This is an optimization exercise on Yosys and OpenROAD, whose aim is small area and few clock cycles, not a production implementation.
The RTL was checked by simulation tests, not by an equivalence proof against the original design.
No activity file was given, so power comes from the tool's default toggle rates.

==> flow/design.v <==
module dpe (
    input  wire        clk,
    input  wire        rst,
    input  wire        req_valid,
    output wire        req_ready,
    input  wire [31:0] req_data,
    input  wire        din_valid,
    output wire        din_ready,
    input  wire [7:0]  din_data,
    output wire        rsp_valid,
    input  wire        rsp_ready,
    output wire [31:0] rsp_data,
    output wire        tx_valid,
    input  wire        tx_ready,
    output wire [7:0]  tx_data,
    output wire        tx_last,
    input  wire [8:0]  rd_addr,
    output reg  [7:0]  rd_data
);
    localparam [3:0] OP_CRC16  = 4'h0;
    localparam [3:0] OP_TPOWER = 4'h1;
    localparam [3:0] OP_DECODE = 4'h2;
    localparam [3:0] OP_RXTO   = 4'h3;
    localparam [3:0] OP_SETVOL = 4'h4;
    localparam [3:0] OP_SETOUT = 4'h5;
    localparam [3:0] OP_DB2REG = 4'h6;
    localparam [3:0] OP_TMUTE  = 4'h7;
    localparam [3:0] OP_REG2DB = 4'h8;
    localparam [2:0] S_IDLE = 3'd0;
    localparam [2:0] S_CRC  = 3'd1;
    localparam [2:0] S_DEC  = 3'd2;
    localparam [2:0] S_TX   = 3'd3;
    localparam [2:0] S_RSP  = 3'd4;
    localparam [8:0] P_NAME0 = 9'd23;     
    localparam [8:0] P_NAME1 = 9'd39;     
    localparam [8:0] P_NAMEL = 9'd53;     
    localparam [8:0] P_CH    = 9'd56;     
    localparam [8:0] P_TEXTL = 9'd310;    
    localparam [8:0] P_POW   = 9'd311;
    localparam [8:0] P_MUTE  = 9'd312;
    localparam [8:0] P_VOL   = 9'd314;
    localparam [8:0] P_SAT   = 9'd315;
    function [15:0] crc_byte;
        input [15:0] crc_in;
        input [7:0]  b;
        integer r;
        reg [15:0] c;
        begin
            c = crc_in ^ {b, 8'h00};
            for (r = 0; r < 8; r = r + 1)
                c = c[15] ? ({c[14:0], 1'b0} ^ 16'h1021) : {c[14:0], 1'b0};
            crc_byte = c;
        end
    endfunction
    function [15:0] db2reg;
        input [15:0] h;
        reg [7:0]  kp;
        reg [15:0] mag;
        begin
            if (!h[15] || h >= 16'hFFEC)
                kp = 8'd19;
            else if (h[14:8] != 7'h7F)
                kp = 8'd255;
            else
                kp = ~h[7:0];
            if (kp[7])
                mag = 16'h3F00 + 16'd896 + {8'd0, 1'b0, kp[6:0]} + 16'd1;
            else if (kp[6])
                mag = 16'h3F00 + 16'd768 + {8'd0, kp[5:0], 1'b0} + 16'd2;
            else if (kp[5])
                mag = 16'h3F00 + 16'd640 + {8'd0, kp[4:0], 2'b0} + 16'd4;
            else
                mag = 16'h3F00 + 16'd512 + {8'd0, kp[3:0], 3'b0} + 16'd8;
            db2reg = {h[15], mag[14:0]};
        end
    endfunction
    reg [7:0]   seq;
    reg         connected;
    reg         src_valid;
    reg [14:0]  ch_present;
    reg         powered;
    reg         muted;
    reg [3:0]   active_ch;
    reg [7:0]   vol_raw;
    reg         csum_ok;
    reg [2175:0] stg;       
    reg [2175:0] arc;       
    reg [31:0]   stg_src;   
    reg [31:0]   arc_src;   
    reg [2:0]   state;
    reg [3:0]   ph;         
    reg [2:0]   code;       
    reg [15:0]  val;        
    reg [15:0]  cnt;        
    reg [9:0]   pos;        
    reg [2:0]   sop;        
    reg [4:0]   cj;         
    reg [3:0]   ci;         
    reg [14:0]  st_en;
    reg         st_err;
    reg         hi_ok;
    reg [1:0]   u_rem;
    reg [2:0]   u_first;
    reg         u_bad;
    wire [3:0]  rq_op  = req_data[31:28];
    wire [11:0] rq_rsv = req_data[27:16];
    wire [15:0] rq_arg = req_data[15:0];
    reg rq_illegal;
    always @(*) begin
        rq_illegal = 1'b0;
        if (rq_op > OP_REG2DB || rq_rsv != 12'd0)
            rq_illegal = 1'b1;
        else if ((rq_op == OP_TPOWER || rq_op == OP_RXTO || rq_op == OP_TMUTE) && rq_arg != 16'd0)
            rq_illegal = 1'b1;
        else if (rq_op == OP_SETOUT && rq_arg[15:4] != 12'd0)
            rq_illegal = 1'b1;
        else if (rq_op == OP_REG2DB && rq_arg[15:8] != 8'd0)
            rq_illegal = 1'b1;
    end
    wire [15:0] rq_vol  = db2reg(rq_arg);
    wire [15:0] rq_outp = {7'b0100000, rq_arg[3],
                           rq_arg[3] ? {1'b0, rq_arg[2:0], 4'd0} : {rq_arg[2:0], 5'd0}};
    wire in_text_zone = (pos[8:0] <= P_TEXTL);
    wire aligned      = (ph == pos[3:0]);
    assign req_ready = (state == S_IDLE);
    assign din_ready = (state == S_CRC) || (state == S_DEC && (!in_text_zone || aligned));
    assign rsp_valid = (state == S_RSP);
    assign rsp_data  = {1'b0, code, 12'd0, val};
    wire req_fire = req_valid && req_ready;
    wire din_fire = din_valid && din_ready;
    wire tx_fire  = tx_valid && tx_ready;
    wire [7:0] c_idx = pos[7:0];
    wire       c_a   = (sop == 3'd1) ? !powered : (sop == 3'd7) ? !muted : 1'b0;
    reg [7:0] tx_octet;
    always @(*) begin
        case (c_idx)
            8'd0:    tx_octet = 8'h44;
            8'd1:    tx_octet = 8'h72;
            8'd3:    tx_octet = seq;
            8'd5:    tx_octet = {1'b0, seq[7:1]};
            8'd6:    tx_octet = {7'd0, c_a};
            8'd7:    tx_octet = {5'd0, sop};
            8'd8:    tx_octet = cnt[15:8];
            8'd9:    tx_octet = cnt[7:0];
            8'd12:   tx_octet = val[15:8];
            8'd13:   tx_octet = val[7:0];
            default: tx_octet = 8'h00;
        endcase
    end
    assign tx_valid = (state == S_TX);
    assign tx_data  = tx_octet;
    assign tx_last  = (c_idx == 8'd141);
    wire [15:0] crc_next = crc_byte(val, (state == S_TX) ? tx_octet : din_data);
    wire in_name0  = (pos[8:0] >= P_NAME0) && (pos[8:0] < P_NAME1);
    wire in_name1  = (pos[8:0] >= P_NAME1) && (pos[8:0] <= P_NAMEL);
    wire in_name   = in_name0 || in_name1;
    wire name_last = (pos[8:0] == P_NAMEL);
    wire in_chreg  = (pos[8:0] >= P_CH) && (pos[8:0] <= P_TEXTL);
    wire is_flag   = in_chreg && (cj == 5'd0);
    wire in_ch     = in_chreg && (cj != 5'd0);
    wire ch_last   = in_chreg && (cj == 5'd16);
    wire in_text    = in_name || in_ch;
    wire text_start = (pos[8:0] == P_NAME0) || (in_ch && cj == 5'd1);
    wire text_last  = name_last || ch_last;
    localparam [2:0] U_ANY = 3'd0;    
    localparam [2:0] U_E0  = 3'd1;    
    localparam [2:0] U_ED  = 3'd2;    
    localparam [2:0] U_F0  = 3'd3;    
    localparam [2:0] U_F4  = 3'd4;    
    reg [1:0] un_rem;
    reg [2:0] un_first;
    reg       un_bad;
    reg [1:0] uc_rem;
    reg [2:0] uc_first;
    reg       uc_bad;
    always @(*) begin
        uc_rem   = text_start ? 2'd0  : u_rem;
        uc_first = text_start ? U_ANY : u_first;
        uc_bad   = text_start ? 1'b0  : u_bad;
        un_rem   = uc_rem;
        un_first = U_ANY;
        un_bad   = uc_bad;
        if (uc_rem == 2'd0) begin
            if (din_data <= 8'h7F) begin
                un_rem = 2'd0;
            end else if (din_data >= 8'hC2 && din_data <= 8'hDF) begin
                un_rem = 2'd1;
            end else if (din_data >= 8'hE0 && din_data <= 8'hEF) begin
                un_rem = 2'd2;
                if (din_data == 8'hE0) un_first = U_E0;
                if (din_data == 8'hED) un_first = U_ED;
            end else if (din_data >= 8'hF0 && din_data <= 8'hF4) begin
                un_rem = 2'd3;
                if (din_data == 8'hF0) un_first = U_F0;
                if (din_data == 8'hF4) un_first = U_F4;
            end else begin
                un_bad = 1'b1;
            end
        end else begin
            case (uc_first)
                U_E0:    if (din_data < 8'hA0 || din_data > 8'hBF) un_bad = 1'b1;
                U_ED:    if (din_data < 8'h80 || din_data > 8'h9F) un_bad = 1'b1;
                U_F0:    if (din_data < 8'h90 || din_data > 8'hBF) un_bad = 1'b1;
                U_F4:    if (din_data < 8'h80 || din_data > 8'h8F) un_bad = 1'b1;
                default: if (din_data < 8'h80 || din_data > 8'hBF) un_bad = 1'b1;
            endcase
            un_rem = uc_rem - 2'd1;
        end
    end
    wire field_bad     = un_bad || (un_rem != 2'd0);
    wire field_checked = name_last || (ch_last && st_en[ci]);
    wire frame_dfire = (state == S_DEC) && din_fire;
    wire copy        = (state == S_DEC) && !in_text_zone && !st_err;
    wire [2175:0] stg_n;
    wire [2175:0] arc_n;
    always @(posedge clk) begin
        stg <= stg_n;
        arc <= arc_n;
    end
    genvar gr;
    generate
        for (gr = 0; gr < 17; gr = gr + 1) begin : g_ring
            localparam integer PR = (gr == 0) ? 23 : (gr == 1) ? 39 : (57 + 17 * (gr - 2));
            localparam integer Q  = PR % 16;
            wire wr = frame_dfire &&
                      ((gr == 0) ? in_name0 :
                       (gr == 1) ? in_name1 : (in_ch && ci == (gr - 2)));
            wire cp = copy && ((gr < 2) ? 1'b1 : st_en[(gr < 2) ? 0 : gr - 2]);
            wire [127:0] s_rot = {stg[gr*128 +: 120], stg[gr*128 + 120 +: 8]};
            wire [127:0] a_rot = {arc[gr*128 +: 120], arc[gr*128 + 120 +: 8]};
            wire [7:0]   s_ins = wr ? din_data : s_rot[Q*8 +: 8];
            wire [7:0]   a_ins = cp ? s_rot[Q*8 +: 8] : a_rot[Q*8 +: 8];
            genvar gk;
            for (gk = 0; gk < 16; gk = gk + 1) begin : g_oct
                if (gk == Q) begin : g_ins
                    assign stg_n[gr*128 + gk*8 +: 8] = s_ins;
                    assign arc_n[gr*128 + gk*8 +: 8] = a_ins;
                end else begin : g_rot
                    assign stg_n[gr*128 + gk*8 +: 8] = s_rot[gk*8 +: 8];
                    assign arc_n[gr*128 + gk*8 +: 8] = a_rot[gk*8 +: 8];
                end
            end
        end
    endgenerate
    wire src_wr = frame_dfire && (pos[8:0] < 9'd4);
    always @(posedge clk) begin
        stg_src <= {stg_src[23:0], src_wr ? din_data : stg_src[31:24]};
        arc_src <= {arc_src[23:0], copy ? stg_src[31:24] : arc_src[31:24]};
    end
    wire [4:0]  rd_ring = rd_addr[8:4] - 5'd1;
    wire [3:0]  rd_p    = ph - rd_addr[3:0] - 4'd1;
    wire [8:0]  rd_slot = {rd_ring, rd_p};
    wire [7:0]  ring_octet = arc[rd_slot*8 +: 8];
    wire [1:0]  src_p   = ph[1:0] - rd_addr[1:0] - 2'd1;
    wire [7:0]  src_octet = arc_src[src_p*8 +: 8];
    reg [7:0] rd_value;
    always @(*) begin
        rd_value = 8'h00;
        if (rd_addr >= 9'd16 && rd_addr <= 9'd287) begin
            if (rd_addr != 9'd47)
                rd_value = ring_octet;
        end else if (rd_addr[8:4] == 5'd0) begin
            case (rd_addr[3:0])
                4'd0: rd_value = seq;
                4'd1: rd_value = {3'd0, csum_ok, muted, powered, src_valid, connected};
                4'd2: rd_value = {4'd0, active_ch};
                4'd3: rd_value = vol_raw;
                4'd4, 4'd5, 4'd6, 4'd7: rd_value = src_octet;
                4'd8: rd_value = ch_present[7:0];
                4'd9: rd_value = {1'b0, ch_present[14:8]};
                default: rd_value = 8'h00;
            endcase
        end
    end
    always @(posedge clk)
        rd_data <= rd_value;
    always @(posedge clk) begin
        if (rst) begin
            state      <= S_IDLE;
            ph         <= 4'd0;
            seq        <= 8'd0;
            connected  <= 1'b0;
            src_valid  <= 1'b0;
            ch_present <= 15'd0;
            powered    <= 1'b0;
            muted      <= 1'b0;
            active_ch  <= 4'd0;
            vol_raw    <= 8'd0;
            csum_ok    <= 1'b0;
        end else begin
            ph <= ph + 4'd1;
            case (state)
            S_IDLE: if (req_fire) begin
                code <= 3'd0;
                val  <= 16'd0;
                pos  <= 10'd0;
                if (rq_illegal) begin
                    code  <= 3'd4;
                    state <= S_RSP;
                end else begin
                    case (rq_op)
                    OP_CRC16: begin
                        cnt   <= rq_arg;
                        val   <= 16'hFFFF;
                        state <= (rq_arg == 16'd0) ? S_RSP : S_CRC;
                        if (rq_arg == 16'd0)
                            val <= 16'd0;
                    end
                    OP_DECODE: begin
                        if (rq_arg < 16'd512 || rq_arg > 16'd1024) begin
                            code  <= 3'd3;
                            val   <= rq_arg;
                            state <= S_RSP;
                        end else begin
                            cnt    <= rq_arg + 16'd4;
                            val    <= 16'hFFFF;
                            st_err <= 1'b0;
                            cj     <= 5'd0;
                            ci     <= 4'd0;
                            state  <= S_DEC;
                        end
                    end
                    OP_RXTO: begin
                        connected <= 1'b0;
                        state     <= S_RSP;
                    end
                    OP_REG2DB: begin
                        val   <= {8'd0, rq_arg[7:0]} - 16'd195;
                        state <= S_RSP;
                    end
                    OP_DB2REG: begin
                        val   <= rq_vol;
                        state <= S_RSP;
                    end
                    default: begin
                        sop <= rq_op[2:0];
                        cnt <= (rq_op == OP_SETVOL) ? rq_vol :
                               (rq_op == OP_SETOUT) ? rq_outp : 16'd0;
                        val <= 16'hFFFF;
                        state <= connected ? S_TX : S_RSP;
                        if (!connected)
                            val <= 16'd0;
                    end
                    endcase
                end
            end
            S_CRC: if (din_fire) begin
                val <= crc_next;
                cnt <= cnt - 16'd1;
                if (cnt == 16'd1)
                    state <= S_RSP;
            end
            S_DEC: if (din_fire) begin
                cnt <= cnt - 16'd1;
                if (pos[8:0] != P_SAT)
                    pos <= pos + 10'd1;
                if (pos[8:0] >= 9'd4 && cnt > 16'd2 && !st_err)
                    val <= crc_next;
                if (cnt == 16'd2)
                    hi_ok <= (val[15:8] == din_data);
                if (in_chreg) begin
                    if (cj == 5'd16) begin
                        cj <= 5'd0;
                        ci <= ci + 4'd1;
                    end else begin
                        cj <= cj + 5'd1;
                    end
                end
                if (is_flag)
                    st_en[ci] <= (din_data == 8'h31);
                if (in_text) begin
                    u_rem   <= un_rem;
                    u_first <= un_first;
                    u_bad   <= un_bad;
                end
                if (text_last && field_checked && field_bad && !st_err) begin
                    st_err <= 1'b1;
                    val    <= name_last ? 16'h001F : {12'd0, ci};
                end
                if (!st_err) begin
                    if (pos[8:0] == P_POW)
                        powered <= din_data[7];
                    if (pos[8:0] == P_MUTE) begin
                        muted     <= din_data[1];
                        active_ch <= din_data[5:2];
                    end
                    if (pos[8:0] == P_VOL)
                        vol_raw <= din_data;
                end
                if (cnt == 16'd1) begin
                    state <= S_RSP;
                    if (st_err) begin
                        code <= 3'd2;
                    end else begin
                        code       <= (hi_ok && val[7:0] == din_data) ? 3'd0 : 3'd1;
                        val        <= 16'd0;
                        connected  <= 1'b1;
                        src_valid  <= 1'b1;
                        csum_ok    <= hi_ok && (val[7:0] == din_data);
                        ch_present <= ch_present | st_en;
                    end
                end
            end
            S_TX: if (tx_fire) begin
                if (c_idx < 8'd12)
                    val <= crc_next;
                if (c_idx == 8'd141) begin
                    pos <= {pos[9:8] + 2'd1, 8'd0};
                    val <= 16'hFFFF;
                    seq <= seq + 8'd1;
                    if (pos[9:8] == 2'd3) begin
                        val   <= 16'd0;
                        state <= S_RSP;
                    end
                end else begin
                    pos <= pos + 10'd1;
                end
            end
            S_RSP: if (rsp_ready)
                state <= S_IDLE;
            default: state <= S_IDLE;
            endcase
        end
    end
endmodule
==> flow/run.sh <==
#!/bin/bash
# synth_recipe.tcl (not shown) runs the flow's synth.tcl, then flattens the netlist and writes it again
# the make line also repeats each setting of config.mk as NAME=value (left out here)
make -C /OpenROAD-flow-scripts/flow DESIGN_CONFIG=/design/flow/config.mk WORK_HOME=/design/flow/orfs CLKGATE_MAP_FILE= SYNTH_SCRIPT=/design/flow/synth_recipe.tcl finish
==> flow/config.mk <==
export PLATFORM = sky130hd
export DESIGN_NAME = dpe
export DESIGN_NICKNAME = dpe
export VERILOG_FILES = /design/flow/design.v
export SDC_FILE = /design/flow/constraint.sdc
export NUM_CORES = 8
export LEC_CHECK = 0
export CAP_MARGIN = 20
export CORE_MARGIN = 2
export CORE_UTILIZATION = 35
export PLACE_DENSITY = 0.5
export SLEW_MARGIN = 20
==> flow/constraint.sdc <==
create_clock -name core_clock -period 10.0 [get_ports {clk}]
set_input_delay 2.0000 -clock core_clock [delete_from_list [all_inputs] [get_ports {clk}]]
set_output_delay 2.0000 -clock core_clock [all_outputs]
set_load 0.01 [all_outputs]
==> flow_summary.toml, run 1 <==
[layout]
drive_above_1_share = 0.207
final_core_util = 0.412
area_growth_syn_to_layout_pct = 17.5
fill_cells = 31300
nets = 8211
final_cell_count_no_fill = 13100

[timing]
fmax_mhz = 154
final.setup.tns_ns = 0
setup_slack_ns = 3.52
slew_viol_final = 0
rsz0062_at_grt = "false"
finalCriticalPeriod_ns = 6.48
fin_crit_sh = 0.648
maxSlewHeadroom = 0.239
setup_viol = 0
worst_pin_slew_ns = 1.14
fin_worst_skew_ns = 0.0693
hold_viol_final = 0

[yosys]
synth_cell_types = 95
synth.area.top_cells = "dfxtp_1, mux4_2, mux2_2"
yosysWarnings = 1
synth_edf_count = 80
synth_commonest_cells = "dfxtp_1, mux4_2, nand2_1"
yosysTopAreaCellShare = 0.738
seq_area_frac_synth = 0.758
synthArstFlopShare = 0
yosysTopAreaCell = "dfxtp_1"
synth_ff_type = "dfxtp_1"
syn_inst = 7838
synth-seq-cells = 4551
postSynthAreaPerCell_um2 = 15.5
yosysMostFrequentCell = "dfxtp_1"
synth_area_mm2 = 0.121

[place]
dp_slack_ns = 2.46
place_inst = 12300
routabilityCongestion = 0.864
numPortBuffers = 94
hpwlAfterDp_um = 168000

[floorplanning]
fp.dieW_um = 592
die-area_mm2 = 0.351
rows = 216
die_h_um = 592
fp.coreArea_mm2 = 0.345
ioPinCount = 108
initial_core_util = 0.351

[flow_run]
maxCapViolCount = 0

[cts]
root_buffer = "clkbuf_16"
holdBufCountCts = 0
cts_tree = "done"
post_cts_resized = 0
clock_sinks = 4551
insertion_delay_ns = 0.96
cts_buffer_depth = 4
htreeDepth = 5
cts_buffers = 421
post_cts_buffers = 0
clk_transition_reported_paths_ns = 0.06

[grt]
grt_max_degree = 137
grt_pass1_vias = 62300
antenna_found_initial = 25
grt.overflow.total = 0
grt_pass1_wl_um = 406000
grt_usage = 0.152

[worst_setup_path]
worstPathMaxFanout = 50
worstSetupStartpoint = "rd_addr[1]"
worstReg2RegStart = "ph[0]$_SDFF_PP0_"
worstPathRequired_ns = 10.79
crit_type = "in2reg"
cp-end-kind = "register"
reg2reg_depth = 11
critPathLaunchType = "input port"
arrival_ns = 7.27

[pwr]
ir_drop_v = 0.000164
p_total_mw = 36.6
power_density_mw_per_mm2 = 257
power_leakage_nw = 54.5

[route]
wl_um = 269000
drc = 0
num_vias = 60300
viasPerCell = 4.61
drtPass1Iterations = 6
drtIter0Drc = 3668
wl_per_cell_um = 20.6
antenna_left = 0

[min_path]
hold_depth = 0
min_from = "stg[1715]$_DFF_P_"
min_path_type = "reg2reg"

[status]
status = "timing/DRC/antenna clean"
-- cell usage in the layout (no fill, tap or decap), drive strengths merged, types with 27 or more instances in the layout --
| cell type | instances |
|---|---|
| and2 | 29 |
| and3 | 50 |
| xor2 | 40 |
| edfxtp | 80 |
| nand2 | 556 |
| clkdlybuf4s50 | 84 |
| clkbuf | 582 |
| inv | 60 |
| nand4 | 37 |
| buf | 113 |
| xnor2 | 50 |
| nor2 | 212 |
| nand2b | 27 |
| dfxtp | 4471 |
| mux2i | 45 |
| bufinv | 59 |
| o21ai | 100 |
| clkinv | 109 |
| mux4 | 562 |
| ha | 31 |
| a21oi | 126 |
| a31oi | 33 |
| nand3 | 238 |
| o22ai | 36 |
| mux2 | 313 |
| nor3 | 53 |
| nor4 | 27 |
-- report_power, final --
part	leakage, nW	total [mW]	internal (mW)	switching, mW
registers	36.7	18.2	18.2	0.0245
logic	10.4	1.48	0.476	1.00
clock network	7.41	16.9	10.1	6.81
total	54.5	36.6	28.8	7.84
-- through the flow --
step	cell area, µm²	hold WS, ns
finish	142000	0.301
global route	142000	0.298
CTS	142000	0.283
detailed placement	127000	0.312
global placement	127000	0.310
floorplan	121000	0.310
-- worst max-delay path, stage by stage --
cell and delay [ns]:
clkdlybuf4s50_1 0.76, inv_1 0.25, fa_4 1.31, buf_4 0.71, buf_4 0.44, mux4_2 0.35, nand2_1 0.08, a31oi_1 0.09
mux2i_1 0.51, nor2_1 0.16, o311ai_0 0.36, nand3_1 0.13
-- cells by family after synthesis --
| kind of cell | after synthesis | share of synthesized area |
|---|---|---|
| xor+xnor | 92 | 0.00695 |
| fa+ha+maj | 32 | 0.00337 |
| other cells | 1 | 0.0000309 |
| flops | 4551 | 0.758 |
| simple gates | 1304 | 0.0496 |
| buf+inv | 394 | 0.0140 |
| mux | 920 | 0.137 |
| compound gates | 544 | 0.0306 |
-- per-layer routing --
layer,up-vias,GRT usage,share of wire
met4,2,0.0470,0.029
met2,1498,0.235,0.44
li1,28000,-,-
met5,-,0,0.000041
met3,483,0.0242,0.049
met1,30300,0.219,0.48
-- sequential cells by signal (all words and copies together) (netlist names), 4 cells and up --
signal,flops
ph,4
cnt,16
val,16
stg,2176
ci,4
vol_raw,8
arc,2176
seq,8
arc_src,32
ch_present,15
pos,10
active_ch,4
stg_src,32
cj,5
st_en,15
rd_data,8
-- area by class of cell --
cell class              instances  area (µm²)  share of cell area
diodes                         13        32.5            0.000228
clock buffers                 582       12200              0.0859
clock inverters               199        2830              0.0199
inverters                      48         180             0.00126
multi-input cells            2905       27800               0.195
flip-flops and latches       4551       91900               0.645
well taps                    4578        5730              0.0402
repair buffers                197        1770              0.0124
-- path summary, 6_finish.rpt --
| path | end | slack [ns] |
|---|---|---|
| setup / recovery | rd_data[5]$_DFF_P_ | 3.52 |
| hold / removal | stg[1723]$_DFF_P_ | 0.30 |
| setup reg to reg | rd_data[5]$_DFF_P_ | 5.09 |
| hold reg to reg | stg[1723]$_DFF_P_ | 0.30 |
Testbench counts, summed over its fixed seeds: cycles 186,331.
==> inputs of run 2 (changes only) <==
--- a/flow/design.v
+++ b/flow/design.v
@@ -251,5 +251,23 @@
     wire [3:0]  rd_p    = ph - rd_addr[3:0] - 4'd1;
     wire [8:0]  rd_slot = {rd_ring, rd_p};
-    wire [7:0]  ring_octet = arc[rd_slot*8 +: 8];
+    wire [16:0] rd_rhot;
+    wire [15:0] rd_phot;
+    genvar gs;
+    generate
+        for (gs = 0; gs < 17; gs = gs + 1) begin : g_rh
+            assign rd_rhot[gs] = (rd_ring == gs);
+        end
+        for (gs = 0; gs < 16; gs = gs + 1) begin : g_ph
+            assign rd_phot[gs] = (rd_p == gs);
+        end
+    endgenerate
+    reg [7:0] ring_octet;
+    integer ra, pa;
+    always @(*) begin
+        ring_octet = 8'h00;
+        for (ra = 0; ra < 17; ra = ra + 1)
+            for (pa = 0; pa < 16; pa = pa + 1)
+                ring_octet = ring_octet | (arc[(ra*16 + pa)*8 +: 8] & {8{rd_rhot[ra] & rd_phot[pa]}});
+    end
     wire [1:0]  src_p   = ph[1:0] - rd_addr[1:0] - 2'd1;
     wire [7:0]  src_octet = arc_src[src_p*8 +: 8];
--- a/flow/config.mk
+++ b/flow/config.mk
@@ -9,4 +9,6 @@
 export CORE_MARGIN = 2
 export CORE_UTILIZATION = 35
+export CTS_CLUSTER_DIAMETER = 100
+export CTS_CLUSTER_SIZE = 26
 export PLACE_DENSITY = 0.5
 export SLEW_MARGIN = 20
==> flow_summary.toml, run 2 <==
[yosys]
synthSimpleGateAreaFrac = 0.0568
yosysWarnings = 1
synth_xor_area_frac = 0.00766
yosysMostFrequentCell = "dfxtp_1"
synth_ff_type = "dfxtp_1"
synth_area_mm2 = 0.118
seq_area_frac_synth = 0.777
synth.area.top_cells = "dfxtp_1, a22oi_1, mux2_2"
syn_inst = 8397
yosysTopAreaCellShare = 0.756
synth_commonest_cells = "dfxtp_1, a22oi_1, mux2_2, nand2_1, clkbuf_1"
synth_cell_types = 97
postSynthAreaPerCell_um2 = 14.1
synth_top_family_by_area = "compound AO/OA/AOI/OAI gates"
synth-compound-area-share = 0.103
synth-seq-cells = 4551
synth_edf_count = 80
synthArstFlopShare = 0
yosysTopAreaCell = "dfxtp_1"
synth-adder-area-share = 0.00313
synthMuxAreaShare = 0.0364

[worst_setup_path]
arrival_ns = 8.21
r2r_slack_ns = 3.97
reg2reg_depth = 13
worstPathMaxFanout = 34
crit_type = "in2reg"
critPathLaunchType = "input port"
worstPathRequired_ns = 10.83
worstReg2RegStart = "ph[0]$_SDFF_PP0_"
cp-end-kind = "register"
reg2reg_to = "rd_data[0]$_DFF_P_"

[cts]
clock_sinks = 4551
holdBufCountCts = 0
cts_buffers = 203
insertion_delay_ns = 1.03
htreeDepth = 4
cts_tree = "done"
post_cts_resized = 0
clk_transition_reported_paths_ns = 0.11
post_cts_buffers = 0
cts_buffer_depth = 4
root_buffer = "clkbuf_16"

[grt]
gr-usage-met3 = 0.117
antenna_found_initial = 130
top_usage_layer = "met2"
grt_pass1_vias = 71800
gr-usage-met1 = 0.448
grt_usage = 0.342
grt_max_degree = 82
grt.overflow.total = 0
grt_pass1_wl_um = 761000
grt_util_met2 = 0.469

[timing]
setup_slack_ns = 2.62
setup_viol = 0
final.setup.tns_ns = 0
fin_crit_sh = 0.738
fin_worst_skew_ns = 0.108
hold_viol_final = 0
rsz0062_at_grt = "false"
fmax_mhz = 136
slew_viol_final = 0
maxSlewHeadroom = 0.114
worst_pin_slew_ns = 1.32
finalCriticalPeriod_ns = 7.38

[place]
place_area_mm2 = 0.128
hpwlAfterDp_um = 433000
routabilityCongestion = 1.07
dp_slack_ns = 1.97
numPortBuffers = 94

[layout]
final_core_util = 0.398
largestRegisters = "arc: 2176 flops, stg: 2176 flops"
postLayoutCellArea_mm2 = 0.134
nets = 8750
final_cell_mix = "dfxtp_1, a22oi_1, buf_4, mux2_2, nand2_1"
area_growth_syn_to_layout_pct = 13.1
drive_above_1_share = 0.136
final_common_cell = "dfxtp_1"

[floorplanning]
ioPinCount = 108
rows = 213
die_h_um = 585
die-area_mm2 = 0.343
initial_core_util = 0.352
fp.dieW_um = 585
fp.coreArea_mm2 = 0.337

[route]
wl_per_cell_um = 45.2
num_vias = 78000
drtIter0Drc = 13100
antenna_left = 0
viasPerCell = 5.86
drc = 0
drtPass1Iterations = 10
wl_um = 601000

[pwr]
ir_drop_v = 0.000153
p_total_mw = 29.3
power_density_mw_per_mm2 = 219
power_leakage_nw = 49.4

[min_path]
min_path_type = "reg2reg"
min_from = "stg[2089]$_DFF_P_"
min_to = "stg[2097]$_DFF_P_"
hold_depth = 0

[flow_run]
maxCapViolCount = 0

[status]
status = "timing/DRC/antenna clean"
run 2: cell types whose count changed after synthesis, moves of 56 or more:
cell      previous run  this run
nor4_1              25       144
clkbuf_1           186       265
nand2_1            556       301
a21oi_1            125       187
a22o_1               9       192
nand4_1             37        93
a221oi_1             9       158
a222oi_1             1       124
a22oi_1             10       457
mux4_2             562        11
run 2: worst max-delay path, cell delays in order:
cell             delay, ns
clkdlybuf4s50_1       0.66
inv_1                 0.23
ha_2                  0.22
inv_1                 0.07
fa_2                  0.71
buf_4                 0.39
or2_4                 0.88
nor4_4                0.14
buf_4                 0.40
a222oi_1              0.81
o211ai_1              0.20
o22ai_1               0.21
o311ai_0              0.18
nor4_1                0.79
a31oi_1               0.23
run 2: through the flow:
| step | hold slack, ns | instances |
|---|---|---|
| after detailed placement | 0.312 | 13000 |
| after CTS | 0.271 | 13200 |
| after global placement | 0.310 | 13000 |
| after floorplan | 0.310 | 8409 |
| final | 0.254 | 13300 |
| after global routing | 0.288 | 13200 |
run 2: routing by layer:
layer | part of all wire | vias to the layer above
met3 | 0.11 | 1734
met1 | 0.41 | 39500
met4 | 0.081 | 32
met2 | 0.40 | 6071
li1 | - | 30600
met5 | 0.00034 | -
run 2: how the worst max path moves through the flow:
stage | from | endpoint | slack, ns | cells past startpoint
finish | rd_addr[0] | rd_data[0]$_DFF_P_ | 2.62 | 15
global route | rd_addr[0] | rd_data[0]$_DFF_P_ | 2.85 | 15
CTS | rd_addr[0] | rd_data[0]$_DFF_P_ | 3.00 | 15
detailed placement | rd_addr[0] | rd_data[0]$_DFF_P_ | 1.97 | 15
global placement | rd_addr[0] | rd_data[6]$_DFF_P_ | 1.68 | 15
floorplan | req_data[12] | cnt[0]$_DFFE_PP_ | 4.33 | 8
run 2: cells by family after synthesis:
| family | after synthesis |
|---|---|
| buffers and inverters | 464 |
| XOR/XNOR | 97 |
| adder cells (fa/ha/maj) | 29 |
| other | 1 |
| AO/OA/AOI/OAI | 1604 |
| flip-flops | 4551 |
| multiplexers | 379 |
| AND/OR/NAND/NOR | 1272 |
run 2: report_power, final:
| part | internal [mW] | total, mW | switching [mW] |
|---|---|---|---|
| combinational | 0.317 | 1.49 | 1.17 |
| clock | 3.84 | 9.64 | 5.80 |
| sequential | 18.2 | 18.2 | 0.0316 |
run 2: layout make-up:
| type | instances | area (µm²) |
|---|---|---|
| diodes | 90 | 225 |
| fillers | 31100 | 203000 |
| multi-input cells | 3394 | 26300 |
| inverters | 46 | 173 |
| clock buffers | 213 | 5190 |
| clock inverters | 30 | 453 |
| well taps | 4515 | 5650 |
| repair buffers | 470 | 3890 |
| flip-flops and latches | 4551 | 91900 |
Testbench counts of run 2, summed over its fixed seeds: cycles 186,331.
==> inputs of run 3 (changes only) <==
--- a/flow/design.v
+++ b/flow/design.v
@@ -97,9 +97,8 @@
     reg [4:0]   cj;         
     reg [3:0]   ci;         
-    reg [14:0]  st_en;
+    reg [14:0]  st_en;      
     reg         st_err;
     reg         hi_ok;
-    reg [1:0]   u_rem;
-    reg [2:0]   u_first;
+    reg [2:0]   u_st;
     reg         u_bad;
     wire [3:0]  rq_op  = req_data[31:28];
@@ -163,51 +162,44 @@
     wire text_start = (pos[8:0] == P_NAME0) || (in_ch && cj == 5'd1);
     wire text_last  = name_last || ch_last;
-    localparam [2:0] U_ANY = 3'd0;    
-    localparam [2:0] U_E0  = 3'd1;    
-    localparam [2:0] U_ED  = 3'd2;    
-    localparam [2:0] U_F0  = 3'd3;    
-    localparam [2:0] U_F4  = 3'd4;    
-    reg [1:0] un_rem;
-    reg [2:0] un_first;
+    wire d_cont = (din_data[7:6] == 2'b10);
+    reg [2:0] un_st;
     reg       un_bad;
-    reg [1:0] uc_rem;
-    reg [2:0] uc_first;
-    reg       uc_bad;
+    reg [2:0] uc_st;
     always @(*) begin
-        uc_rem   = text_start ? 2'd0  : u_rem;
-        uc_first = text_start ? U_ANY : u_first;
-        uc_bad   = text_start ? 1'b0  : u_bad;
-        un_rem   = uc_rem;
-        un_first = U_ANY;
-        un_bad   = uc_bad;
-        if (uc_rem == 2'd0) begin
-            if (din_data <= 8'h7F) begin
-                un_rem = 2'd0;
-            end else if (din_data >= 8'hC2 && din_data <= 8'hDF) begin
-                un_rem = 2'd1;
-            end else if (din_data >= 8'hE0 && din_data <= 8'hEF) begin
-                un_rem = 2'd2;
-                if (din_data == 8'hE0) un_first = U_E0;
-                if (din_data == 8'hED) un_first = U_ED;
-            end else if (din_data >= 8'hF0 && din_data <= 8'hF4) begin
-                un_rem = 2'd3;
-                if (din_data == 8'hF0) un_first = U_F0;
-                if (din_data == 8'hF4) un_first = U_F4;
-            end else begin
+        uc_st  = text_start ? 3'd0 : u_st;
+        un_bad = text_start ? 1'b0 : u_bad;
+        un_st  = 3'd0;
+        case (uc_st)
+        3'd0: begin
+            if (!din_data[7])
+                un_st = 3'd0;
+            else if (din_data >= 8'hC2 && din_data <= 8'hDF)
+                un_st = 3'd1;
+            else if (din_data == 8'hE0)
+                un_st = 3'd3;
+            else if (din_data == 8'hED)
+                un_st = 3'd4;
+            else if (din_data[7:4] == 4'hE)
+                un_st = 3'd2;
+            else if (din_data == 8'hF0)
+                un_st = 3'd6;
+            else if (din_data == 8'hF4)
+                un_st = 3'd7;
+            else if (din_data >= 8'hF1 && din_data <= 8'hF3)
+                un_st = 3'd5;
+            else
                 un_bad = 1'b1;
-            end
-        end else begin
-            case (uc_first)
-                U_E0:    if (din_data < 8'hA0 || din_data > 8'hBF) un_bad = 1'b1;
-                U_ED:    if (din_data < 8'h80 || din_data > 8'h9F) un_bad = 1'b1;
-                U_F0:    if (din_data < 8'h90 || din_data > 8'hBF) un_bad = 1'b1;
-                U_F4:    if (din_data < 8'h80 || din_data > 8'h8F) un_bad = 1'b1;
-                default: if (din_data < 8'h80 || din_data > 8'hBF) un_bad = 1'b1;
-            endcase
-            un_rem = uc_rem - 2'd1;
         end
+        3'd1: if (!d_cont) un_bad = 1'b1;
+        3'd2: begin un_st = 3'd1; if (!d_cont) un_bad = 1'b1; end
+        3'd3: begin un_st = 3'd1; if (din_data[7:5] != 3'b101) un_bad = 1'b1; end
+        3'd4: begin un_st = 3'd1; if (din_data[7:5] != 3'b100) un_bad = 1'b1; end
+        3'd5: begin un_st = 3'd2; if (!d_cont) un_bad = 1'b1; end
+        3'd6: begin un_st = 3'd2; if (!d_cont || din_data[5:4] == 2'b00) un_bad = 1'b1; end
+        default: begin un_st = 3'd2; if (din_data[7:4] != 4'h8) un_bad = 1'b1; end
+        endcase
     end
-    wire field_bad     = un_bad || (un_rem != 2'd0);
-    wire field_checked = name_last || (ch_last && st_en[ci]);
+    wire field_bad     = un_bad || (un_st != 3'd0);
+    wire field_checked = name_last || (ch_last && st_en[14]);
     wire frame_dfire = (state == S_DEC) && din_fire;
     wire copy        = (state == S_DEC) && !in_text_zone && !st_err;
@@ -386,8 +378,7 @@
                 end
                 if (is_flag)
-                    st_en[ci] <= (din_data == 8'h31);
+                    st_en <= {din_data == 8'h31, st_en[14:1]};
                 if (in_text) begin
-                    u_rem   <= un_rem;
-                    u_first <= un_first;
+                    u_st    <= un_st;
                     u_bad   <= un_bad;
                 end
==> flow/config.mk (replaced) <==
export PLATFORM = sky130hd
export DESIGN_NAME = dpe
export DESIGN_NICKNAME = dpe
export VERILOG_FILES = /design/flow/design.v
export SDC_FILE = /design/flow/constraint.sdc
export NUM_CORES = 8
export LEC_CHECK = 0
export CAP_MARGIN = 0
export CORE_MARGIN = 2
export CORE_UTILIZATION = 50
export CTS_CLUSTER_DIAMETER = 100
export CTS_CLUSTER_SIZE = 26
export PLACE_DENSITY = 0.6
export SLEW_MARGIN = 0
==> flow_summary.toml, run 3 <==
[grt]
grt_pass1_vias = 72000
grt.overflow.total = 0
grt_max_degree = 63
grt_pass1_wl_um = 713000
grt_usage = 0.462
antenna_found_initial = 107

[yosys]
postSynthAreaPerCell_um2 = 14.3
synth_area_mm2 = 0.116
yosysTopAreaCell = "dfxtp_1"
yosysWarnings = 1
yosysMostFrequentCell = "dfxtp_1"
seq_area_frac_synth = 0.789
synth_commonest_cells = "dfxtp_1, a22oi_1, mux2_2"
synth_ff_type = "dfxtp_1"
synth_edf_count = 78
synth-seq-cells = 4549
synth_cell_types = 97
synthArstFlopShare = 0
syn_inst = 8116
synth.area.top_cells = "dfxtp_1, mux2_2, a22oi_1"
yosysTopAreaCellShare = 0.769

[timing]
fin_worst_skew_ns = 0.0878
setup_viol = 0
finalCriticalPeriod_ns = 8.40
fmax_mhz = 119
worst_pin_slew_ns = 1.60
maxSlewHeadroom = -0.0645
hold_viol_final = 0
fin_crit_sh = 0.840
final.setup.tns_ns = 0
slew_viol_final = 29
holdWs_ns = 0.296
rsz0062_at_grt = "false"

[worst_setup_path]
reg2reg_depth = 12
cp-end-kind = "register"
arrival_ns = 9.18
r2r_slack_ns = 3.25
worstReg2RegStart = "ph[0]$_SDFF_PP0_"
worstPathRequired_ns = 10.79
worstSetupStartpoint = "rd_addr[0]"
crit_type = "in2reg"
crit_path_end = "rd_data[6]$_DFF_P_"
critPathLaunchType = "input port"
worstPathMaxFanout = 17
reg2reg_to = "rd_data[6]$_DFF_P_"

[cts]
post_cts_buffers = 0
insertion_delay_ns = 0.97
post_cts_resized = 0
root_buffer = "clkbuf_16"
htreeDepth = 4
clk_transition_reported_paths_ns = 0.11
cts_buffer_depth = 3
cts_buffers = 198
holdBufCountCts = 0
clock_sinks = 4549
cts_tree = "done"

[min_path]
min_path_type = "reg2reg"

[status]
check-failures = "capacitance limit, slew limit"
status = "finished with violations"

[pwr]
power_density_mw_per_mm2 = 224
ir_drop_v = 0.000215
power_leakage_nw = 48.3

[route]
antenna_left = 0
wl_per_cell_um = 48.6
drc = 0
wl_um = 560000
viasPerCell = 6.73
drtPass1Iterations = 10
drtIter0Drc = 14900
num_vias = 77600

[floorplanning]
fp.dieW_um = 487
initial_core_util = 0.502
die_h_um = 487
fp.coreArea_mm2 = 0.232
die-area_mm2 = 0.237
ioPinCount = 108
rows = 177

[place]
numPortBuffers = 94
routabilityCongestion = 1.13
hpwlAfterDp_um = 396000

[layout]
multi_input_area_mm2 = 0.0241
seqCellArea_mm2 = 0.0918
area_growth_syn_to_layout_pct = 10.7
largestRegisters = "arc: 2176 flops, stg: 2176 flops"
nets = 8427
fill_cells = 18000
final_cell_mix = "dfxtp_1, a22oi_1, buf_4, mux2_2, nor2_1"
drive_above_1_share = 0.128
final_common_cell = "dfxtp_1"

[flow_run]
maxCapViolCount = 4
## run 3: cell count changes after synthesis, sizes merged, moves of 13 or more
cell,previous run,this run
nand2,301,222
clkbuf,265,238
mux2i,67,44
nor4,179,92
inv,46,33
a22o,192,178
a222oi,124,167
nand3,192,174
a22oi,457,434
o211ai,32,19
nor2,214,286
## run 3: critical path: stages
cell and delay [ns]:
clkdlybuf4s50_1 0.81, inv_1 0.33, ha_1 0.27, inv_1 0.13
fa_2 0.92, nand2b_2 0.64, nand2b_1 0.90, nor2_4 0.41
a22o_1 0.34, a2111oi_0 1.14, a21oi_1 0.08, or4_1 0.59
nor4b_1 0.39, a32oi_1 0.17
## run 3: area by class of cell
class / count / area share
tap: 3043 / 0.0295
clock buffer: 210 / 0.0388
timing repair buffer: 399 / 0.0251
clock inverter: 34 / 0.00512
multi-input combinational: 3160 / 0.187
inverter: 37 / 0.00109
sequential: 4549 / 0.712
antenna: 88 / 0.00171
## run 3: cell families (layout without fill, tap and decap cells)
group	count (synthesis)	after routing	synth area share
AO/OA/AOI/OAI	1563	1563	0.103
adder cells (fa/ha/maj)	27	27	0.00297
AND/OR/NAND/NOR	1110	1110	0.0480
buffers and inverters	419	680	0.0158
multiplexers	348	348	0.0340
other	1	101	0.0000322
XOR/XNOR	99	99	0.00775
flip-flops	4549	4549	0.789
## run 3: per-stage QoR
stage	setup WS, ns	cell area (µm²)	power [mW]	instances	util
after floorplan	4.59	117000	19.1	8128	-
after global placement	1.33	123000	19.7	11200	0.530
after detailed placement	1.21	123000	19.7	11200	0.530
after CTS	2.09	129000	28.7	11400	0.555
after global routing	1.75	129000	29.4	11400	0.555
final	1.60	129000	28.9	11500	0.556
## run 3: power by group
group,switching (mW),internal [mW]
Clock,5.82,3.72
Sequential,0.0238,18.2
Combinational,0.907,0.256
Total,6.75,22.1
## run 3: metal layers
metal | up-vias | global-route usage | share of wire | wire (µm)
li1 | 29400 | - | - | -
met1 | 38700 | 0.583 | 0.38 | 213000
met2 | 7198 | 0.630 | 0.40 | 222000
met3 | 2147 | 0.193 | 0.13 | 74400
met4 | 53 | 0.336 | 0.090 | 50400
met5 | - | 0.00653 | 0.0015 | 829
## run 3: how the worst min path moves through the flow
| stage | start | end | slack [ns] | cells after the start |
|---|---|---|---|---|
| 2_1_floorplan | stg[120]$_DFF_P_ | stg[0]$_DFF_P_ | 0.31 | 0 |
| 3_5_place_dp | stg[993]$_DFF_P_ | stg[1001]$_DFF_P_ | 0.31 | 0 |
| 3_3_place_gp | stg[127]$_DFF_P_ | stg[7]$_DFF_P_ | 0.31 | 0 |
| 6_report | arc[1383]$_DFF_P_ | arc[1391]$_DFF_P_ | 0.30 | 0 |
| 4_1_cts | arc[1383]$_DFF_P_ | arc[1391]$_DFF_P_ | 0.29 | 0 |
| 5_1_grt | arc[1383]$_DFF_P_ | arc[1391]$_DFF_P_ | 0.30 | 0 |
Testbench counts of run 3, summed over its fixed seeds: cycles 186,331.
==> inputs of run 4 (changes only) <==
--- a/flow/design.v
+++ b/flow/design.v
@@ -124,6 +124,10 @@
     assign req_ready = (state == S_IDLE);
     assign din_ready = (state == S_CRC) || (state == S_DEC && (!in_text_zone || aligned));
-    assign rsp_valid = (state == S_RSP);
-    assign rsp_data  = {1'b0, code, 12'd0, val};
+    wire frame_ok  = hi_ok && (val[7:0] == din_data);
+    wire dec_end   = (state == S_DEC) && din_valid && din_ready && (cnt == 16'd1);
+    wire tx_end    = (state == S_TX) && tx_ready && (pos[9:8] == 2'd3) && (pos[7:0] == 8'd141);
+    assign rsp_valid = (state == S_RSP) || dec_end || tx_end;
+    assign rsp_data  = (state == S_DEC) ? {2'b00, st_err, !st_err && !frame_ok, 12'd0, st_err ? val : 16'd0}
+                                        : {1'b0, code, 12'd0, val};
     wire req_fire = req_valid && req_ready;
     wire din_fire = din_valid && din_ready;
@@ -241,17 +245,19 @@
     end
     wire [4:0]  rd_ring = rd_addr[8:4] - 5'd1;
-    wire [3:0]  rd_p    = ph - rd_addr[3:0] - 4'd1;
-    wire [8:0]  rd_slot = {rd_ring, rd_p};
-    wire [16:0] rd_rhot;
-    wire [15:0] rd_phot;
-    genvar gs;
-    generate
-        for (gs = 0; gs < 17; gs = gs + 1) begin : g_rh
-            assign rd_rhot[gs] = (rd_ring == gs);
-        end
-        for (gs = 0; gs < 16; gs = gs + 1) begin : g_ph
-            assign rd_phot[gs] = (rd_p == gs);
-        end
-    endgenerate
+    wire [3:0]  rd_p    = ph - rd_addr[3:0];
+    wire        rd_in_ring = (rd_addr >= 9'd16) && (rd_addr <= 9'd287) && (rd_addr != 9'd47);
+    reg  [16:0] rd_rhot;
+    reg  [15:0] rd_phot;
+    reg         rd_small;
+    reg  [3:0]  rd_sa;
+    integer ri;
+    always @(posedge clk) begin
+        for (ri = 0; ri < 17; ri = ri + 1)
+            rd_rhot[ri] <= rd_in_ring && (rd_ring == ri);
+        for (ri = 0; ri < 16; ri = ri + 1)
+            rd_phot[ri] <= (rd_p == ri);
+        rd_small <= (rd_addr[8:4] == 5'd0);
+        rd_sa    <= rd_addr[3:0];
+    end
     reg [7:0] ring_octet;
     integer ra, pa;
@@ -262,27 +268,24 @@
                 ring_octet = ring_octet | (arc[(ra*16 + pa)*8 +: 8] & {8{rd_rhot[ra] & rd_phot[pa]}});
     end
-    wire [1:0]  src_p   = ph[1:0] - rd_addr[1:0] - 2'd1;
+    wire [1:0]  src_p     = ph[1:0] - rd_sa[1:0] - 2'd1;
     wire [7:0]  src_octet = arc_src[src_p*8 +: 8];
-    reg [7:0] rd_value;
+    reg [7:0] small_value;
     always @(*) begin
-        rd_value = 8'h00;
-        if (rd_addr >= 9'd16 && rd_addr <= 9'd287) begin
-            if (rd_addr != 9'd47)
-                rd_value = ring_octet;
-        end else if (rd_addr[8:4] == 5'd0) begin
-            case (rd_addr[3:0])
-                4'd0: rd_value = seq;
-                4'd1: rd_value = {3'd0, csum_ok, muted, powered, src_valid, connected};
-                4'd2: rd_value = {4'd0, active_ch};
-                4'd3: rd_value = vol_raw;
-                4'd4, 4'd5, 4'd6, 4'd7: rd_value = src_octet;
-                4'd8: rd_value = ch_present[7:0];
-                4'd9: rd_value = {1'b0, ch_present[14:8]};
-                default: rd_value = 8'h00;
+        small_value = 8'h00;
+        if (rd_small) begin
+            case (rd_sa)
+                4'd0: small_value = seq;
+                4'd1: small_value = {3'd0, csum_ok, muted, powered, src_valid, connected};
+                4'd2: small_value = {4'd0, active_ch};
+                4'd3: small_value = vol_raw;
+                4'd4, 4'd5, 4'd6, 4'd7: small_value = src_octet;
+                4'd8: small_value = ch_present[7:0];
+                4'd9: small_value = {1'b0, ch_present[14:8]};
+                default: small_value = 8'h00;
             endcase
         end
     end
-    always @(posedge clk)
-        rd_data <= rd_value;
+    always @(*)
+        rd_data = ring_octet | small_value;
     always @(posedge clk) begin
         if (rst) begin
@@ -398,13 +401,13 @@
                 end
                 if (cnt == 16'd1) begin
-                    state <= S_RSP;
+                    state <= rsp_ready ? S_IDLE : S_RSP;
                     if (st_err) begin
                         code <= 3'd2;
                     end else begin
-                        code       <= (hi_ok && val[7:0] == din_data) ? 3'd0 : 3'd1;
+                        code       <= frame_ok ? 3'd0 : 3'd1;
                         val        <= 16'd0;
                         connected  <= 1'b1;
                         src_valid  <= 1'b1;
-                        csum_ok    <= hi_ok && (val[7:0] == din_data);
+                        csum_ok    <= frame_ok;
                         ch_present <= ch_present | st_en;
                     end
@@ -414,12 +417,13 @@
                 if (c_idx < 8'd12)
                     val <= crc_next;
+                if (c_idx == 8'd13)
+                    val <= 16'd0;
                 if (c_idx == 8'd141) begin
                     pos <= {pos[9:8] + 2'd1, 8'd0};
-                    val <= 16'hFFFF;
                     seq <= seq + 8'd1;
-                    if (pos[9:8] == 2'd3) begin
-                        val   <= 16'd0;
-                        state <= S_RSP;
-                    end
+                    if (pos[9:8] == 2'd3)
+                        state <= rsp_ready ? S_IDLE : S_RSP;
+                    else
+                        val <= 16'hFFFF;
                 end else begin
                     pos <= pos + 10'd1;
--- a/flow/config.mk
+++ b/flow/config.mk
@@ -6,5 +6,5 @@
 export NUM_CORES = 8
 export LEC_CHECK = 0
-export CAP_MARGIN = 0
+export CAP_MARGIN = 20
 export CORE_MARGIN = 2
 export CORE_UTILIZATION = 50
@@ -12,3 +12,3 @@
 export CTS_CLUSTER_SIZE = 26
 export PLACE_DENSITY = 0.6
-export SLEW_MARGIN = 0
+export SLEW_MARGIN = 20
==> flow_summary.toml, run 4 <==
[yosys]
yosysTopAreaCellShare = 0.762
synth.area.top_cells = "dfxtp_1, mux2_2, a32oi_1"
synth_ff_type = "dfxtp_1"
synthArstFlopShare = 0
yosysMostFrequentCell = "dfxtp_1"
yosysTopAreaCell = "dfxtp_1"
syn_inst = 8413
synth_commonest_cells = "dfxtp_1, nand3_1, clkbuf_1"
synth_area_mm2 = 0.118
seq_area_frac_synth = 0.782
synth_cell_types = 91
postSynthAreaPerCell_um2 = 14.1
synth_edf_count = 78
yosysWarnings = 1
synth-seq-cells = 4579

[cts]
post_cts_buffers = 0
cts_buffer_depth = 3
cts_tree = "done"
clock_sinks = 4579
cts_buffers = 197
clk_transition_reported_paths_ns = 0.10
post_cts_resized = 0
insertion_delay_ns = 0.93
holdBufCountCts = 0
htreeDepth = 4
root_buffer = "clkbuf_16"

[timing]
holdWs_ns = 0.286
fin_worst_skew_ns = 0.0755
rsz0062_at_grt = "false"
fin_crit_sh = 0.766
maxSlewHeadroom = 0.0953
setup_viol = 0
hold_viol_final = 0
worst_pin_slew_ns = 1.36
fmax_mhz = 131
finalCriticalPeriod_ns = 7.66
slew_viol_final = 0
final.setup.tns_ns = 0

[status]
status = "timing/DRC/antenna clean"

[pwr]
p_total_mw = 28.4
power_density_mw_per_mm2 = 221
power_leakage_nw = 48.7
ir_drop_v = 0.000200

[layout]
drive_above_1_share = 0.101
area_growth_syn_to_layout_pct = 8.90
largestRegisters = "arc: 2176 flops, stg: 2176 flops"
final_cell_mix = "dfxtp_1, nand3_1, a22oi_1, mux2_2, a32oi_1"
final_core_util = 0.548
final_common_cell = "dfxtp_1"
postLayoutCellArea_mm2 = 0.129
nets = 8509

[floorplanning]
rows = 178
die_h_um = 490
ioPinCount = 108
die-area_mm2 = 0.240
fp.dieW_um = 490
initial_core_util = 0.503
fp.coreArea_mm2 = 0.235

[min_path]
min_to = "stg_src[25]$_DFF_P_"
hold_depth = 0
min_from = "stg_src[17]$_DFF_P_"
min_path_type = "reg2reg"

[route]
viasPerCell = 6.30
drtPass1Iterations = 9
wl_per_cell_um = 40.3
drtIter0Drc = 11700
antenna_left = 0
wl_um = 469000
num_vias = 73400
drc = 0

[grt]
grt_usage = 0.379
grt_max_degree = 65
grt.overflow.total = 0
antenna_found_initial = 71
grt_pass1_wl_um = 616000
grt_pass1_vias = 69000

[place]
place_area_mm2 = 0.123
hpwlAfterDp_um = 326000
routabilityCongestion = 1.08
numPortBuffers = 94

[worst_setup_path]
reg2reg_depth = 11
critPathLaunchType = "register"
crit_type = "reg2out"
arrival_ns = 5.66
worstPathRequired_ns = 8.00
r2r_slack_ns = 5.30
worstReg2RegStart = "state[2]$_SDFFE_PP0P_"
worstPathMaxFanout = 20
cp-end-kind = "output port"
reg2reg_to = "stg[331]$_DFF_P_"

[flow_run]
maxCapViolCount = 0
run 4: changes by cell type after synthesis, moves of 59 or more:
cell and delta:
a32oi_1 +260, nand3_1 +161, a22oi_1 -142, buf_1 +102
a222oi_1 -95, clkbuf_1 +95, buf_2 -66, nor2_1 -64
and2_1 +59
run 4: cell families (layout without fill, tap and decap cells):
| logic type | after synthesis | in the layout | synth area share |
|---|---|---|---|
| AO/OA/AOI/OAI | 1499 | 1499 | 0.100 |
| XOR/XNOR | 102 | 102 | 0.00773 |
| adder cells (fa/ha/maj) | 28 | 28 | 0.00303 |
| buffers and inverters | 557 | 593 | 0.0185 |
| flip-flops | 4579 | 4579 | 0.782 |
| multiplexers | 331 | 331 | 0.0321 |
| other | 1 | 53 | 0.0000317 |
| AND/OR/NAND/NOR | 1316 | 1316 | 0.0568 |
run 4: where the power goes:
part	total (mW)	internal (mW)	switching (mW)
logic	0.769	0.140	0.629
registers	18.4	18.3	0.0816
clock network	9.30	3.70	5.61
total	28.4	22.1	6.32
run 4: worst max path at each step:
stage | from | end | cells after the start
floorplan | req_data[14] | cnt[0]$_DFFE_PP_ | 8
global placement | din_data[7] | rsp_data[28] | 8
detailed placement | rd_sa[0]$_DFF_P_ | rd_data[0] | 10
CTS | rd_sa[0]$_DFF_P_ | rd_data[0] | 10
global route | rd_sa[0]$_DFF_P_ | rd_data[1] | 10
finish | rd_sa[0]$_DFF_P_ | rd_data[0] | 10
run 4: through the flow:
step,cells,setup slack [ns]
after detailed placement,11400,3.49
after global placement,11400,3.54
after global routing,11600,2.32
after floorplan,8425,4.95
after CTS,11600,2.53
final,11700,2.34
run 4: final cells by class:
| type | instances | area, µm² |
|---|---|---|
| Antenna cell | 40 | 100 |
| Clock buffer | 210 | 5020 |
| Clock inverter | 24 | 517 |
| Fill cell | 19300 | 106000 |
| Inverter | 65 | 244 |
| Multi-Input combinational cell | 3289 | 23900 |
| Sequential cell | 4579 | 92500 |
| Tap cell | 3150 | 3940 |
| Timing Repair Buffer | 294 | 2580 |
run 4: worst max-delay path, stage by stage (launching register included):
cell and delay, ns:
dfxtp_1 0.79, inv_1 0.25, ha_1 0.26, xor2_1 0.15, xnor2_1 0.77, mux4_2 0.36
a21oi_1 0.07, o32ai_1 0.60, nand2_1 0.49, nand4_1 0.44, clkdlybuf4s50_1 0.61
run 4: layer usage:
metal  global-route usage  vias up  wire (µm)
li1                     -    29900          -
met1                0.497    36200     184000
met2                0.519     5611     186000
met3                0.134     1617      58500
met4                0.264       42      40400
met5             0.000595        -        471
Testbench counts of run 4, summed over its fixed seeds: cycles 185,920.
==> inputs of run 5 (changes only) <==
--- a/flow/design.v
+++ b/flow/design.v
@@ -56,7 +56,10 @@
         input [15:0] h;
         reg [7:0]  kp;
-        reg [15:0] mag;
+        reg [1:0]  m2;
+        reg [6:0]  nrm;
+        reg [7:0]  f;
+        reg [2:0]  hi;
         begin
-            if (!h[15] || h >= 16'hFFEC)
+            if (!h[15] || h[15:5] == 11'h7FF && h[4:0] >= 5'h0C)
                 kp = 8'd19;
             else if (h[14:8] != 7'h7F)
@@ -64,13 +67,19 @@
             else
                 kp = ~h[7:0];
-            if (kp[7])
-                mag = 16'h3F00 + 16'd896 + {8'd0, 1'b0, kp[6:0]} + 16'd1;
-            else if (kp[6])
-                mag = 16'h3F00 + 16'd768 + {8'd0, kp[5:0], 1'b0} + 16'd2;
-            else if (kp[5])
-                mag = 16'h3F00 + 16'd640 + {8'd0, kp[4:0], 2'b0} + 16'd4;
-            else
-                mag = 16'h3F00 + 16'd512 + {8'd0, kp[3:0], 3'b0} + 16'd8;
-            db2reg = {h[15], mag[14:0]};
+            if (kp[7]) begin
+                m2 = 2'd3; nrm = kp[6:0];
+                f = {1'b0, nrm} + 8'd1;
+            end else if (kp[6]) begin
+                m2 = 2'd2; nrm = {kp[5:0], 1'b0};
+                f = {1'b0, nrm} + 8'd2;
+            end else if (kp[5]) begin
+                m2 = 2'd1; nrm = {kp[4:0], 2'b0};
+                f = {1'b0, nrm} + 8'd4;
+            end else begin
+                m2 = 2'd0; nrm = {kp[3:0], 3'b0};
+                f = {1'b0, nrm} + 8'd8;
+            end
+            hi = {1'b0, m2} + {2'b0, f[7]} + 3'd2;
+            db2reg = {h[15], 1'b1, 4'b0000, hi, f[6:0]};
         end
     endfunction
@@ -225,6 +234,8 @@
             wire [127:0] s_rot = {stg[gr*128 +: 120], stg[gr*128 + 120 +: 8]};
             wire [127:0] a_rot = {arc[gr*128 +: 120], arc[gr*128 + 120 +: 8]};
-            wire [7:0]   s_ins = wr ? din_data : s_rot[Q*8 +: 8];
-            wire [7:0]   a_ins = cp ? s_rot[Q*8 +: 8] : a_rot[Q*8 +: 8];
+            wire [7:0]   s_ins;
+            wire [7:0]   a_ins;
+            dpe_sel2 #(.W(8)) u_sins (.s(wr), .sn(!wr), .a(din_data), .b(s_rot[Q*8 +: 8]), .y(s_ins));
+            dpe_sel2 #(.W(8)) u_ains (.s(cp), .sn(!cp), .a(s_rot[Q*8 +: 8]), .b(a_rot[Q*8 +: 8]), .y(a_ins));
             genvar gk;
             for (gk = 0; gk < 16; gk = gk + 1) begin : g_oct
@@ -240,13 +251,17 @@
     endgenerate
     wire src_wr = frame_dfire && (pos[8:0] < 9'd4);
+    wire [7:0] src_ins;
+    wire [7:0] asrc_ins;
+    dpe_sel2 #(.W(8)) u_srcins  (.s(src_wr), .sn(!src_wr), .a(din_data), .b(stg_src[31:24]), .y(src_ins));
+    dpe_sel2 #(.W(8)) u_asrcins (.s(copy), .sn(!copy), .a(stg_src[31:24]), .b(arc_src[31:24]), .y(asrc_ins));
     always @(posedge clk) begin
-        stg_src <= {stg_src[23:0], src_wr ? din_data : stg_src[31:24]};
-        arc_src <= {arc_src[23:0], copy ? stg_src[31:24] : arc_src[31:24]};
+        stg_src <= {stg_src[23:0], src_ins};
+        arc_src <= {arc_src[23:0], asrc_ins};
     end
     wire [4:0]  rd_ring = rd_addr[8:4] - 5'd1;
     wire [3:0]  rd_p    = ph - rd_addr[3:0];
     wire        rd_in_ring = (rd_addr >= 9'd16) && (rd_addr <= 9'd287) && (rd_addr != 9'd47);
-    reg  [16:0] rd_rhot;
-    reg  [15:0] rd_phot;
+    reg  [16:0] rd_rhot_n;    
+    reg  [15:0] rd_phot_n;    
     reg         rd_small;
     reg  [3:0]  rd_sa;
@@ -254,18 +269,21 @@
     always @(posedge clk) begin
         for (ri = 0; ri < 17; ri = ri + 1)
-            rd_rhot[ri] <= rd_in_ring && (rd_ring == ri);
+            rd_rhot_n[ri] <= !(rd_in_ring && (rd_ring == ri));
         for (ri = 0; ri < 16; ri = ri + 1)
-            rd_phot[ri] <= (rd_p == ri);
+            rd_phot_n[ri] <= (rd_p != ri);
         rd_small <= (rd_addr[8:4] == 5'd0);
         rd_sa    <= rd_addr[3:0];
     end
-    reg [7:0] ring_octet;
-    integer ra, pa;
-    always @(*) begin
-        ring_octet = 8'h00;
-        for (ra = 0; ra < 17; ra = ra + 1)
-            for (pa = 0; pa < 16; pa = pa + 1)
-                ring_octet = ring_octet | (arc[(ra*16 + pa)*8 +: 8] & {8{rd_rhot[ra] & rd_phot[pa]}});
-    end
+    wire [271:0] rd_sel;
+    genvar gx, gy;
+    generate
+        for (gx = 0; gx < 17; gx = gx + 1) begin : g_selr
+            for (gy = 0; gy < 16; gy = gy + 1) begin : g_selp
+                assign rd_sel[gx*16 + gy] = !(rd_rhot_n[gx] | rd_phot_n[gy]);
+            end
+        end
+    endgenerate
+    wire [7:0] ring_octet;
+    dpe_rdmux u_rdmux (.sel(rd_sel), .d(arc), .q(ring_octet));
     wire [1:0]  src_p     = ph[1:0] - rd_sa[1:0] - 2'd1;
     wire [7:0]  src_octet = arc_src[src_p*8 +: 8];
@@ -437,2 +455,40 @@
     end
 endmodule
+module dpe_rdmux (
+    input  wire [271:0]  sel,
+    input  wire [2175:0] d,
+    output wire [7:0]    q
+);
+    localparam integer NG = 91;    
+    wire [273:0]  sel_x = {2'b00, sel};
+    wire [2191:0] d_x   = {16'd0, d};
+    wire [8*NG-1:0] g;
+    genvar b, k;
+    generate
+        for (b = 0; b < 8; b = b + 1) begin : g_bit
+            for (k = 0; k < NG; k = k + 1) begin : g_grp
+                dpe_aoi3 u_aoi (
+                    .s0(sel_x[3*k]),     .d0(d_x[(3*k)*8 + b]),
+                    .s1(sel_x[3*k + 1]), .d1(d_x[(3*k + 1)*8 + b]),
+                    .s2(sel_x[3*k + 2]), .d2(d_x[(3*k + 2)*8 + b]),
+                    .y(g[b*NG + k]));
+            end
+            assign q[b] = ~&g[b*NG +: NG];
+        end
+    endgenerate
+endmodule
+module dpe_aoi3 (
+    input  wire s0, d0, s1, d1, s2, d2,
+    output wire y
+);
+    assign y = ~((s0 & d0) | (s1 & d1) | (s2 & d2));
+endmodule
+module dpe_sel2 #(parameter integer W = 8) (
+    input  wire         s,
+    input  wire         sn,
+    input  wire [W-1:0] a,
+    input  wire [W-1:0] b,
+    output wire [W-1:0] y
+);
+    assign y = ({W{s}} & a) | ({W{sn}} & b);
+endmodule
==> flow/flow/run.sh (new file) <==
#!/bin/bash
set -euo pipefail
export CTS_ARGS="-sink_clustering_enable -repair_clock_nets -dont_use_dummy_load -sink_clustering_size 26 -sink_clustering_max_diameter 100"
export BUFFER_PORTS_ARGS="-buffer_cell sky130_fd_sc_hd__buf_1"
bash standard.sh finish > standard.log 2>&1
==> flow/standard.sh (new file) <==
#!/bin/bash
# synth_recipe.tcl (not shown) runs the flow's synth.tcl, then flattens the netlist and writes it again
# the make line also repeats each setting of config.mk as NAME=value (left out here)
make -C /OpenROAD-flow-scripts/flow DESIGN_CONFIG=/design/flow/config.mk WORK_HOME=/design/flow/orfs CLKGATE_MAP_FILE= SYNTH_SCRIPT=/design/flow/synth_recipe.tcl "${@:-finish}"
--- a/flow/config.mk
+++ b/flow/config.mk
@@ -13,2 +13,3 @@
 export PLACE_DENSITY = 0.6
 export SLEW_MARGIN = 20
+export SYNTH_HIERARCHICAL = 1
removed: flow/run.sh
==> flow_summary.toml, run 5 <==
[yosys]
synth.area.top_cells = "dfxtp_1, a222oi_1, a22o_1"
synthArstFlopShare = 0
yosysWarnings = 7
syn_inst = 7537
yosysMostFrequentCell = "dfxtp_1"
synth-compound-area-share = 0.107
synth_area_mm2 = 0.114
synth_top_family_by_area = "compound AO/OA/AOI/OAI gates"
synth_cell_types = 92
synthSimpleGateAreaFrac = 0.0480
synth_xor_area_frac = 0.00785

[status]
status = "timing/DRC/antenna clean"

[layout]
fill_cells = 18400
multi_input_area_mm2 = 0.0198
drive_above_1_share = 0.0459
nets = 7773
largestRegisters = "arc: 2176 flops, stg: 2176 flops"
area_growth_syn_to_layout_pct = 7.47
final_common_cell = "dfxtp_1"

[worst_setup_path]
crit_type = "reg2out"
slowest_stage = "nor4_1"
worstPathRequired_ns = 8.00
critPathMaxStageDelay_ns = 1.13
worstReg2RegStart = "pos[2]$_DFFE_PP_"
cp-end-kind = "output port"
cp_cell_sequence = "buf_4 -> nor2_1 -> a222oi_1 -> nand4_1 -> nor4_1 -> and4_1 -> nand3_1 -> o21bai_1 -> buf_1"
worstPathMaxFanout = 11

[timing]
fmax_mhz = 134
setup_viol = 0
rsz0062_at_grt = "false"
hold_viol_final = 0
final.setup.tns_ns = 0
fin_crit_sh = 0.745
finalCriticalPeriod_ns = 7.45
fin_worst_skew_ns = 0.143

[grt]
grt_pass1_wl_um = 418000
grt_usage = 0.250
grt_pass1_vias = 58100
grt.overflow.total = 0

[floorplanning]
ioPinCount = 108
die-area_mm2 = 0.231
initial_core_util = 0.504
fp.dieW_um = 481
die_h_um = 481

[cts]
htreeDepth = 4
clock_sinks = 4579
cts_buffers = 196
cts_tree = "done"
post_cts_resized = 0
root_buffer = "clkbuf_16"
insertion_delay_ns = 0.91
cts_buffer_depth = 3
post_cts_buffers = 0

[route]
wl_um = 297000
drtPass1Iterations = 11
antenna_left = 0
drc = 0
viasPerCell = 5.81
drtIter0Drc = 10000
num_vias = 62200

[pwr]
ir_drop_v = 0.000191
clockPowerShare = 0.316
power_leakage_nw = 45.5
p_comb_frac = 0.015
seqPwrFrac = 0.669
sw_frac_of_total = 0.202
p_total_mw = 27.4
switchingPower_mw = 5.54
power_density_mw_per_mm2 = 225

[min_path]
min_path_type = "reg2reg"

[flow_run]
maxCapViolCount = 0
-- run 5: cell count changes after synthesis, moves of 199 or more --
cell,before,now
nand3_1,335,72
a22oi_1,292,12
a222oi_1,72,731
mux2_2,287,9
a32oi_1,270,5
nor2_1,218,417
clkbuf_1,333,125
-- run 5: cell type report --
type / count / share of cell area
Sequential cell: 4579 / 0.757
Multi-Input combinational cell: 2669 / 0.162
Inverter: 75 / 0.00231
Tap cell: 2992 / 0.0307
Antenna cell: 15 / 0.000307
Clock buffer: 196 / 0.0402
Timing Repair Buffer: 167 / 0.00741
-- run 5: logic make-up (layout without fill, tap and decap cells) --
kind of cell    Yosys count  in the layout
buf+inv                 316            438
other cells               2             44
xor+xnor                 95             95
simple gates           1108           1108
flops                  4579           4579
fa+ha+maj                30             30
compound gates         1352           1352
mux                      55             55
-- run 5: metal layers --
layer | up-vias | track usage | routed length [µm]
li1 | 27800 | - | -
met1 | 31000 | 0.371 | 136000
met2 | 2812 | 0.370 | 126000
met3 | 511 | 0.0426 | 23100
met4 | 10 | 0.0837 | 11200
met5 | - | 0 | 70
-- run 5: worst paths after layout --
check | end | slack [ns] | cells after the start
setup / recovery | rd_data[7] | 2.55 | 9
hold / removal | stg[1957]$_DFF_P_ | 0.26 | 0
setup reg to reg | stg[1970]$_DFF_P_ | 5.75 | 10
hold reg to reg | stg[1957]$_DFF_P_ | 0.26 | 0
-- run 5: power groups by stage --
stage                     registers [mW]  logic [mW]  clock network [mW]
final                               18.3       0.413                8.67
after global routing                18.4       0.427                9.50
after CTS                           18.3       0.406                8.87
after detailed placement            18.8       0.405                   0
after global placement              18.8       0.406                   0
after floorplan                     18.7       0.214                   0
-- run 5: modules after synthesis (local to each module, per instance), a selection --
module     cells  flops+latches  times used  area, µm²
dpe_aoi3       1              0         728       10.0
dpe         6200           4579           1     102000
dpe_rdmux    249              0           1       1550
-- run 5: through the flow --
| stage | std cells | util | worst slack [ns] |
|---|---|---|---|
| 6_report | 10700 | 0.542 | 2.55 |
| 5_1_grt | 10700 | 0.542 | 2.64 |
| 4_1_cts | 10700 | 0.542 | 2.56 |
| 3_5_place_dp | 10500 | 0.520 | 3.29 |
| 3_3_place_gp | 10500 | 0.520 | 3.11 |
| 2_1_floorplan | 7564 | - | 4.63 |
Testbench counts of run 5, summed over its fixed seeds: cycles 185,920.

==> port drivers added, routing unchanged <==
The results above use ideal ports. As a check the final layouts listed here were re-extracted and re-timed, cells and wires unchanged.
Step 1 sets driving cells, clkbuf_16 on the clock port and buf_2 on the other inputs (assumed; they add their load-dependent delay and slew).
Step 2 also shifts input and output timing later by t, the mid clock arrival at the registers, as if the neighbouring blocks saw the same clock.
a / b / c = ideal / step 1 / step 2; a / b = the first two.
run	shift t [ns]	setup slack, ns
run 1	1.032	3.517 / 3.528 / 2.496
run 2	1.090	2.624 / 2.707 / 1.618
run 3	1.029	1.604 / 1.681 / 0.652
run 4	0.990	2.343 / 2.249 / 3.238
run 5	0.922	2.550 / 2.464 / 3.239
